Background: an optimization exercise with open tools, aiming at small area, a short achievable clock period and few clock cycles per item. Do not read the settings as production practice. Where RTL was checked, it was by simulation tests only, not by an equivalence proof against the original. Power figures rest on the tool's default switching activity, not on a simulated workload.

// olidx_voice_codec
module olidx_voice_codec (
    input  wire       clk,
    input  wire       rst,         
    input  wire       in_valid,
    output wire       in_ready,
    input  wire [7:0] in_data,
    input  wire       in_unpack,   
    output wire       out_valid,
    input  wire       out_ready,
    output wire [7:0] out_data,
    output wire       out_last,
    output wire [6:0] out_chk
);
Size: about 640 cells after synthesis, ~84 flip-flops, roughly 31 I/O pins, about 4800 um2 of cells after synthesis.
==> module olidx_voice_codec, before the edit <==
module olidx_voice_codec (
    input  wire       clk,
    input  wire       rst,         
    input  wire       in_valid,
    output wire       in_ready,
    input  wire [7:0] in_data,
    input  wire       in_unpack,   
    output wire       out_valid,
    input  wire       out_ready,
    output wire [7:0] out_data,
    output wire       out_last,
    output wire [6:0] out_chk
);
    function automatic dec_cons(input m, input v, input [4:0] s);
        begin
            if (!v && !m)     dec_cons = (s <= 5'd20);
            else if (!v)      dec_cons = !(s == 5'd11 || s == 5'd14 || s == 5'd17 || s == 5'd20);
            else if (!m)      dec_cons = 1'b1;
            else              dec_cons = !(s == 5'd9 || s == 5'd15 || s == 5'd16);
        end
    endfunction
    function automatic dec_prod(input m, input v, input [4:0] s);
        begin
            if (!v && !m)     dec_prod = !(s == 5'd11 || (s >= 5'd13 && s <= 5'd19));
            else if (!v)      dec_prod = 1'b1;
            else if (!m)      dec_prod = !(s == 5'd9 || s == 5'd15 || s == 5'd16);
            else              dec_prod = 1'b1;
        end
    endfunction
    reg        mode;        
    reg  [2:0] sec;         
    reg  [4:0] k;           
    reg        r_cons, r_prod, r_need, r_send;
    reg  [2:0] hb;          
    reg  [4:0] hc;          
    reg  [7:0] hd;          
    reg  [5:0] he;          
    reg  [7:0] hf;          
    reg  [7:0] ir;
    reg        ir_u, ir_v;
    reg  [7:0] o_data;
    reg        o_v, o_last;
    reg        p_v, p_first, p_in_s;   
    reg  [6:0] ck;
    reg  [7:0] s_data;
    reg        s_v, s_last;
    reg        rdy;
    wire voice = (sec == 3'd6);
    wire first = (sec == 3'd0) && (k == 5'd0);
    wire lastb = voice && (k == 5'd28);
    wire cons  = r_cons;
    wire prod  = r_prod;
    wire need  = r_need;
    wire send  = r_send;
    wire go    = (!need || ir_v) && (!prod || !s_v);
    wire push  = go && prod;
    wire take  = go && cons;
    wire ld_o  = !o_v || out_ready;
    wire [2:0] sec_a  = send ? (voice ? 3'd0 : sec + 3'd1) : sec;
    wire [4:0] k_a    = send ? 5'd0 : k + 5'd1;
    wire [2:0] sec_n  = go ? sec_a : sec;
    wire [4:0] k_n    = go ? k_a : k;
    wire       v_a    = (sec_a == 3'd6);
    wire       cons_a = dec_cons(mode, v_a, k_a);
    wire       prod_a = dec_prod(mode, v_a, k_a);
    wire       need_a = cons_a || (mode && (v_a ? (k_a == 5'd9 || k_a == 5'd15 || k_a == 5'd16)
                                                : (k_a == 5'd11 || k_a == 5'd14 || k_a == 5'd17)));
    wire       send_a = v_a ? (k_a == 5'd28) : (mode ? (k_a == 5'd20) : (k_a == 5'd24));
    wire       cons_n = go ? cons_a : cons;
    wire       prod_n = go ? prod_a : prod;
    wire sv1  = !s_v && push && lastb;                        
    wire sv0  = s_v ? o_v : (push && (lastb || o_v));         
    wire irv1 = rdy || (ir_v && !take);                        
    wire irv0 = !rdy && ir_v && !take;                         
    wire ov1  = s_v || (push && !lastb);
    wire rd1  = cons_n && (!prod_n || !sv1);
    wire rd0  = cons_n && (!prod_n || !sv0);
    reg s_v_n, rdy_n, o_v_n, ir_v_n;
    always @* begin
        ir_v_n = in_valid ? irv1 : irv0;
        if (out_ready) begin
            s_v_n = sv1; o_v_n = ov1;
            rdy_n = !ir_v_n || rd1;
        end else begin
            s_v_n = sv0; o_v_n = o_v || ov1;
            rdy_n = !ir_v_n || rd0;
        end
    end
    wire       ck_en = p_v && !(o_v && o_last);
    wire [6:0] ck_n  = (p_first ? 7'd0 : ck) - (p_in_s ? s_data[6:0] : o_data[6:0]);
    wire       in_s1 = lastb;
    wire       in_s0 = lastb || o_v;
    reg [7:0] b;
    always @* begin
        b = ir;
        if (!mode && !voice) begin
            case (k)
                5'd12: b = {4'b0, ir[1:0], hb[1:0]};
                5'd20: b = {1'b0, ir[3:0], hb};
                5'd21: b = {3'b0, hc};
                5'd22: b = hd;
                5'd23: b = {2'b0, he};
                5'd24: b = hf;
                default: b = ir;
            endcase
        end else if (!mode) begin
            case (k)
                5'd8:  b = {3'b0, ir[4:0]};
                5'd10: b = {4'b0, ir[0], hb};
                5'd17: b = {1'b0, ir[2:0], hd[2:0], hc[2]};
                default: b = ir;
            endcase
        end else if (!voice) begin
            case (k)
                5'd11: b = {6'b0, ir[1:0]};
                5'd12: b = {6'b0, ir[3:2]};
                5'd13: b = {5'b0, ir[2:0]};
                5'd14: b = {6'b0, ir[1:0]};
                5'd15: b = {5'b0, ir[4:2]};
                5'd17: b = {7'b0, ir[0]};
                5'd18: b = {3'b0, ir[5:1]};
                5'd20: b = {4'b0, hd[6:3]};
                default: b = ir;
            endcase
        end else begin
            case (k)
                5'd8:  b = {3'b0, ir[4:0]};
                5'd9:  b = {5'b0, ir[2:0]};
                5'd10: b = {7'b0, ir[3]};
                5'd15: b = {7'b0, ir[0]};
                5'd16: b = {5'b0, ir[3:1]};
                5'd17: b = {5'b0, ir[6:4]};
                default: b = ir;
            endcase
        end
    end
    always @(posedge clk) begin
        if (!ir_v || take) begin
            ir   <= in_data;
            ir_u <= in_unpack;
        end
        if (go && first)
            mode <= ir_u;
        if (rst) begin
            sec   <= 3'd0;
            k     <= 5'd0;
            r_cons <= 1'b1;              
            r_prod <= 1'b1;
            r_need <= 1'b1;
            r_send <= 1'b0;
            rdy   <= 1'b1;
            ir_v  <= 1'b0;
            s_v   <= 1'b0;
            o_v   <= 1'b0;
            p_v   <= 1'b0;
            ck    <= 7'd0;
        end else begin
            sec   <= sec_n;
            k     <= k_n;
            if (go) begin
                r_cons <= cons_a;
                r_prod <= prod_a;
                r_need <= need_a;
                r_send <= send_a;
            end
            rdy   <= rdy_n;
            ir_v  <= ir_v_n;
            s_v   <= s_v_n;
            o_v   <= o_v_n;
            if (ck_en)
                ck <= ck_n;
            if (push) begin
                p_v     <= 1'b1;
                p_first <= first;
                p_in_s  <= out_ready ? in_s1 : in_s0;
            end else begin
                if (ck_en)
                    p_v <= 1'b0;
                if (ld_o)
                    p_in_s <= 1'b0;
            end
        end
    end
    always @(posedge clk) begin
        if (k == 5'd9 || k == 5'd11 || k == 5'd13) hb <= ir[2:0];
        if (k == 5'd14) hc[1:0] <= ir[1:0];
        if (k == 5'd15) hc[4:2] <= ir[2:0];
        if ((k == 5'd13 && mode) || (k == 5'd16 && !mode)) hd <= ir;
        if (k == 5'd17) he[0] <= ir[0];
        if (k == 5'd18) he[5:1] <= ir[4:0];
        if (k == 5'd19) hf <= ir;
    end
    always @(posedge clk) begin
        if (rst) begin
            o_data <= 8'd0;
            o_last <= 1'b0;
        end else if (ld_o) begin
            o_data <= s_v ? s_data : b;
            o_last <= s_v && s_last;
        end
        if (!s_v) begin
            s_data <= b;
            s_last <= lastb;
        end
    end
    assign in_ready  = rdy;
    assign out_valid = o_v;
    assign out_data  = o_data;
    assign out_last  = o_last;
    assign out_chk   = ck;
endmodule
==> flow/config.mk <==
export PLATFORM = sky130hd
export DESIGN_NAME = olidx_voice_codec
export DESIGN_NICKNAME = olidx_voice_codec
export VERILOG_FILES = /design/flow/design.v
export SDC_FILE = /design/flow/constraint.sdc
export NUM_CORES = 4
export LEC_CHECK = 0
export ABC_AREA = 1
export CAP_MARGIN = 20
export CORE_MARGIN = 2
export CORE_UTILIZATION = 45
export CTS_BUF_LIST = sky130_fd_sc_hd__clkbuf_8
export PLACE_DENSITY = 0.65
export SETUP_SLACK_MARGIN = 5
export SLEW_MARGIN = 20
==> flow/constraint.sdc <==
create_clock -name core_clock -period 9.0 [get_ports {clk}]
set_input_delay 1.8000 -clock core_clock [delete_from_list [all_inputs] [get_ports {clk}]]
set_output_delay 1.8000 -clock core_clock [all_outputs]
set_load 0.01 [all_outputs]
standard.sh (not shown) runs the stock make flow with config.mk's settings and CLKGATE_MAP_FILE= SYNTH_SCRIPT=/design/flow/synth_recipe.tcl, a recipe that flattens the netlist after the stock synthesis.
==> flow/flow/run.sh <==
#!/bin/bash
# Standard ORFS layout (the standard.sh) with a tighter timing-repair
# target, no footprint restriction on resizing and plain buffers on the ports.
# The full make output goes to standard.log in this folder.
bash standard.sh SETUP_SLACK_MARGIN=6.3 MATCH_CELL_FOOTPRINT=0 'BUFFER_PORTS_ARGS=-buffer_cell sky130_fd_sc_hd__buf_2'  finish > standard.log 2>&1
The first run ran to the end with no violations.
Testbench counts at the start, summed over its fixed seeds: cycles 32,440, records 192.
Rerun with:
--- a/flow/design.v
+++ b/flow/design.v
@@ -41,5 +41,4 @@
     reg  [7:0] o_data;
     reg        o_v, o_last;
-    reg        p_v, p_first, p_in_s;   
     reg  [6:0] ck;
     reg  [7:0] s_data;
@@ -53,5 +52,6 @@
     wire need  = r_need;
     wire send  = r_send;
-    wire go    = (!need || ir_v) && (!prod || !s_v);
+    wire blk   = first && o_v && o_last;
+    wire go    = (!need || ir_v) && (!prod || !s_v) && !blk;
     wire push  = go && prod;
     wire take  = go && cons;
@@ -69,11 +69,15 @@
     wire       cons_n = go ? cons_a : cons;
     wire       prod_n = go ? prod_a : prod;
-    wire sv1  = !s_v && push && lastb;                        
-    wire sv0  = s_v ? o_v : (push && (lastb || o_v));         
+    wire       f_a    = (sec_a == 3'd0) && (k_a == 5'd0);
+    wire       first_n = go ? f_a : first;
+    wire sv1  = 1'b0;                                          
+    wire sv0  = s_v || (push && o_v);                          
     wire irv1 = rdy || (ir_v && !take);                        
     wire irv0 = !rdy && ir_v && !take;                         
-    wire ov1  = s_v || (push && !lastb);
-    wire rd1  = cons_n && (!prod_n || !sv1);
-    wire rd0  = cons_n && (!prod_n || !sv0);
+    wire ov1  = s_v || push;
+    wire ol1  = s_v ? s_last : (push && lastb);
+    wire ol0  = o_v ? o_last : (push && lastb);
+    wire rd1  = cons_n && (!prod_n || !sv1) && !(first_n && ol1);
+    wire rd0  = cons_n && (!prod_n || !sv0) && !(first_n && ol0);
     reg s_v_n, rdy_n, o_v_n, ir_v_n;
     always @* begin
@@ -87,8 +91,5 @@
         end
     end
-    wire       ck_en = p_v && !(o_v && o_last);
-    wire [6:0] ck_n  = (p_first ? 7'd0 : ck) - (p_in_s ? s_data[6:0] : o_data[6:0]);
-    wire       in_s1 = lastb;
-    wire       in_s0 = lastb || o_v;
+    wire [6:0] ck_n  = (first ? 7'd0 : ck) - b[6:0];
     reg [7:0] b;
     always @* begin
@@ -153,5 +154,4 @@
             s_v   <= 1'b0;
             o_v   <= 1'b0;
-            p_v   <= 1'b0;
             ck    <= 7'd0;
         end else begin
@@ -168,16 +168,6 @@
             s_v   <= s_v_n;
             o_v   <= o_v_n;
-            if (ck_en)
+            if (push)
                 ck <= ck_n;
-            if (push) begin
-                p_v     <= 1'b1;
-                p_first <= first;
-                p_in_s  <= out_ready ? in_s1 : in_s0;
-            end else begin
-                if (ck_en)
-                    p_v <= 1'b0;
-                if (ld_o)
-                    p_in_s <= 1'b0;
-            end
         end
     end
@@ -197,5 +187,5 @@
         end else if (ld_o) begin
             o_data <= s_v ? s_data : b;
-            o_last <= s_v && s_last;
+            o_last <= s_v ? s_last : lastb;
         end
         if (!s_v) begin
What happened:
- power came out higher by about 5%
- die area falls by about 4%
- sequential cell count decreases by 3
- routed wire length rises by 6.2%
- via count came out lower by about 1.4%
For the second run of this note, only the layout was checked, not whether the RTL still works.

[separate check: timing with driven ports]
The flow's constraints put no driver on any port. The routed layouts listed below were extracted and timed again, unchanged, in two steps. Step 1: set_driving_cell puts a clkbuf_16 on clk and a buf_2 on each other input, an assumption about the parent block. Step 2 also shifts input and output timing later by t, the mid clock arrival at the registers, as if the neighbouring blocks saw the same clock. a / b / c = ideal ports / drivers / drivers and shift; a / b = the first two.
| run | shift t [ns] | setup slack, ns | clock arrival spread, ns | slew at the worst register clock pin (ns) |
|---|---|---|---|---|
| the first run | 0.393 | 6.334 / 6.300 / 6.079 | 0.011 / 0.012 | 0.09 / 0.09 |
| the second run | 0.404 | 6.024 / 6.024 / 6.019 | 0.009 / 0.009 | 0.08 / 0.08 |
After both steps setup and hold are still met in every run listed. For the first run, which loses most, drivers alone change the setup slack by -0.034 ns; drivers and shift together by -0.255 ns.
